This is an optimization exercise on Yosys and OpenROAD, whose aim is small area, a short achievable clock period and few clock cycles, not a production implementation. At most, simulation tests tie the RTL to the original design; equivalence was not proved. Power is estimated from default activity; no workload was simulated.

## oak
## pzip_packer
module pzip_packer (
    input  wire       clk,
    input  wire       rst,
    input  wire       in_valid,
    output wire       in_ready,
    input  wire [7:0] in_data,
    input  wire       in_last,
    output wire       out_valid,
    input  wire       out_ready,
    output wire [7:0] out_data,
    output reg        done,
    output reg  [3:0] tlen
);
Size in the first run: ~340 flip-flops, ~28 I/O pins, ~25,000 um^2 of cells after synthesis.
==> flow/config.mk <==
export PLATFORM = sky130hd
export DESIGN_NAME = pzip_packer
export DESIGN_NICKNAME = pzip_packer
export VERILOG_FILES = /design/flow/design.v
export SDC_FILE = /design/flow/constraint.sdc
export NUM_CORES = 4
export LEC_CHECK = 0
export CAP_MARGIN = 5
export CORE_MARGIN = 2
export CORE_UTILIZATION = 40
export CTS_BUF_LIST = sky130_fd_sc_hd__clkbuf_16
export CTS_CLUSTER_DIAMETER = 100
export CTS_CLUSTER_SIZE = 26
export SLEW_MARGIN = 5
==> flow/constraint.sdc <==
create_clock -name core_clock -period 23.0 [get_ports {clk}]
set_input_delay 4.6000 -clock core_clock [delete_from_list [all_inputs] [get_ports {clk}]]
set_output_delay 4.6000 -clock core_clock [all_outputs]
set_load 0.01 [all_outputs]
standard.sh (not shown) runs the stock make flow with config.mk's settings and CLKGATE_MAP_FILE= SYNTH_SCRIPT=/design/flow/synth_recipe.tcl, a recipe that flattens the netlist after the stock synthesis.
==> flow/flow/run.sh <==
#!/bin/bash
# The standard layout, with the port buffers made of buf_4 cells instead of
# the cell buffer_ports picks by itself (a slow delay buffer on sky130hd).
set -euo pipefail
bash standard.sh 'BUFFER_PORTS_ARGS=-buffer_cell sky130_fd_sc_hd__buf_4' finish > standard_flow.log 2>&1
diff inputs: oak => pine
Settings: swapping 5 for 20 in SLEW_MARGIN; swapping 5 for 20 in CAP_MARGIN.
Results
- Diff pine and oak: synthesis-to-finish area growth lower in pine
- pine against oak: data required time at the worst endpoint shows a reduction of 0.03 ns, placement-stage cell area now sits at about the same level, pre-CTS worst setup slack climbed 0.014 ns, footprint of the multi-input gates flat.
- Multi-input logic portion of the cell area across pine and oak: no real change.
- pine against oak; total power is down slightly.
- Power per unit of standard cell area: pine and oak compared, higher one is oak
- Compared with oak, pine shows a lower internal power component.
- NOTE: worst hold slack in pine exceeds that of oak
- Looking at pine and oak, the overall global routing resource usage is a wash.
No functional check of the RTL was part of any run of this note.


pzip_packer, a different RTL version from the one above (not shown whole).
Size in the first run: roughly 2400 cells after synthesis, about 330 flip-flops, ~28 I/O pins, about 0.025 sq mm of cells after synthesis.
clock: 23.0 ns
lec_check: 0
cap_margin: 20
core_margin: 2
core_utilization: 40
cts_buf_list: sky130_fd_sc_hd__clkbuf_16
cts_cluster_diameter: 80
cts_cluster_size: 22
slew_margin: 20
Scripts as last shown in full above: flow/flow/run.sh
The first run completed with no timing, DRC or antenna violations.
Testbench counts at the start, summed over its fixed seeds: cycles 39,820.
==> next run, changes <==
Settings changed: CTS_CLUSTER_DIAMETER 80 to 100, CTS_CLUSTER_SIZE 22 to 26.
Result:
- setup slack improved by 0.018 ns
- sequential share of layout area climbs by 0.35 points
- synthesized cell count is unchanged
- cell count fell by about 0.4%
- die area does not change
- power went down by about 5%
- clock-buffer cell count fell by 6


== ember ==
Another version of the RTL of pzip_packer (not shown whole).
Size: ~2600 cells after synthesis, about 390 flip-flops, roughly 28 I/O pins.
Settings: LEC_CHECK=0, CAP_MARGIN=20, CORE_MARGIN=2, CORE_UTILIZATION=40, SLEW_MARGIN=20; clock period 23.0 ns.
Scripts as last shown in full above: flow/flow/run.sh
Input changes introduced in xenon (baseline for comparison: ember):
Settings: changing CORE_UTILIZATION from 40 to 65.
==> flow/run.sh (new file) <==
#!/bin/bash
# synth_recipe.tcl (not shown) runs the flow's synth.tcl, then flattens the netlist and writes it again
# the make line also repeats each setting of config.mk as NAME=value (left out here)
make -C /OpenROAD-flow-scripts/flow DESIGN_CONFIG=/design/flow/config.mk WORK_HOME=/design/flow/orfs CLKGATE_MAP_FILE= SYNTH_SCRIPT=/design/flow/synth_recipe.tcl finish
removed: flow/flow/run.sh
removed: flow/standard.sh
==> comparison <==
- Every run in the comparison, ember and xenon, completed the flow with a clean layout.
- Diff ember..xenon | mux share of post-synthesis cell area | unchanged
- Static power due to leakage: xenon better than ember
- Going from ember to xenon, global-route usage over all layers climbed 14 points, number of sequential storage elements has remained practically unchanged, internal power of the cells saw a decrease.
- Per the comparison of xenon with ember, share of the clock period used by the worst path now larger; final cell area excluding filler cells went down by 480 sq um.
- The maximum clock frequency of xenon is lower than that of ember.
[inputs] garnet vs xenon
Settings: swapping 65 for 40 in CORE_UTILIZATION.
--- outcome ---
garnet consumes more power than xenon does. From xenon to garnet the numbers moved as follows: non-clock buffer count went down by 1; net switching power went up by about 0.9%. Final setup skew for garnet is higher than for xenon. Delta(internal power summed over all cells, garnet - xenon) > 0. Between xenon and garnet, total routing resource utilization after global routing is higher for xenon, garnet comes in under that. garnet leaves more setup margin than xenon.
No functional check of the RTL was part of any run of this note.


Another version of the RTL of pzip_packer (not shown whole).
Size: ~28 I/O pins, about 26,000 µm² of cells after synthesis.
==> flow/config.mk <==
export PLATFORM = sky130hd
export DESIGN_NAME = pzip_packer
export DESIGN_NICKNAME = pzip_packer
export VERILOG_FILES = /design/flow/design.v
export SDC_FILE = /design/flow/constraint.sdc
export NUM_CORES = 4
export LEC_CHECK = 0
export CAP_MARGIN = 20
export CORE_MARGIN = 2
export CORE_UTILIZATION = 40
export CTS_BUF_LIST = sky130_fd_sc_hd__clkbuf_16
export CTS_CLUSTER_DIAMETER = 80
export CTS_CLUSTER_SIZE = 24
export SLEW_MARGIN = 20
==> flow/constraint.sdc <==
create_clock -name core_clock -period 23.0 [get_ports {clk}]
set_input_delay 4.6000 -clock core_clock [delete_from_list [all_inputs] [get_ports {clk}]]
set_output_delay 4.6000 -clock core_clock [all_outputs]
set_load 0.01 [all_outputs]
==> flow/flow/run.sh <==
#!/bin/bash
# The standard layout, with the port buffers made of buf_4 cells instead of
# the cell buffer_ports picks by itself (a slow delay buffer on sky130hd).
set -euo pipefail
bash standard.sh 'BUFFER_PORTS_ARGS=-buffer_cell sky130_fd_sc_hd__buf_4' finish > standard_flow.log 2>&1
Testbench counts at the start, summed over its fixed seeds: cycles 39,991.
==> next run, changes <==
CTS_CLUSTER_DIAMETER = 100   (was 80)
CTS_CLUSTER_SIZE = 30   (was 24)
Result: The changed run ran to the end with no violations. Wire length is about the same. Utilization went down by 0.34 points. Final area went down by 0.77%. Hold slack barely changes. Critical path depth does not change. Clock skew is about the same.

static timing again, ports no longer ideal:
No port has a modelled driver above. Below, the same layouts with a new extraction and two added sets of constraints.
Step 1, drivers: a clkbuf_16 drives clk and a buf_2 each remaining input, both assumed.
Step 2 moves the port delays by t, midway between the first and last clock arrival at a register: inputs arrive t later, outputs are due t later. That takes back most of the time a late clock gives input paths.
Slacks: no drivers / after step 1 / after step 2; pairs: no drivers / after step 1.
| run | t, ns | setup WS [ns] | worst setup path at the end | cell pins on the clock port's net |
|---|---|---|---|---|
| oak | 0.623 | 17.042 / 17.042 / 17.042 | register to register | 1 |
| pine | 0.607 | 17.091 / 17.091 / 17.091 | register to register | 1 |
| the first run of note 2 | 0.631 | 17.303 / 17.246 / 17.221 | input to register | 1 |
| the second run of note 2 | 0.595 | 17.321 / 17.262 / 17.233 | input to register | 1 |
| ember | 0.647 | 16.928 / 16.954 / 16.306 | input to register | 1 |
| xenon | 0.632 | 16.544 / 16.573 / 15.941 | input to register | 1 |
| garnet | 0.651 | 16.650 / 16.680 / 16.029 | input to register | 1 |
| the first run of note 4 | 0.659 | 17.265 / 17.202 / 17.265 | input to register | 1 |
| the second run of note 4 | 0.631 | 17.268 / 17.205 / 17.274 | input to register | 1 |
After both steps setup and hold are still met in every run listed. For ember, which loses most, drivers alone change the setup slack by +0.026 ns; drivers and shift together by -0.622 ns.
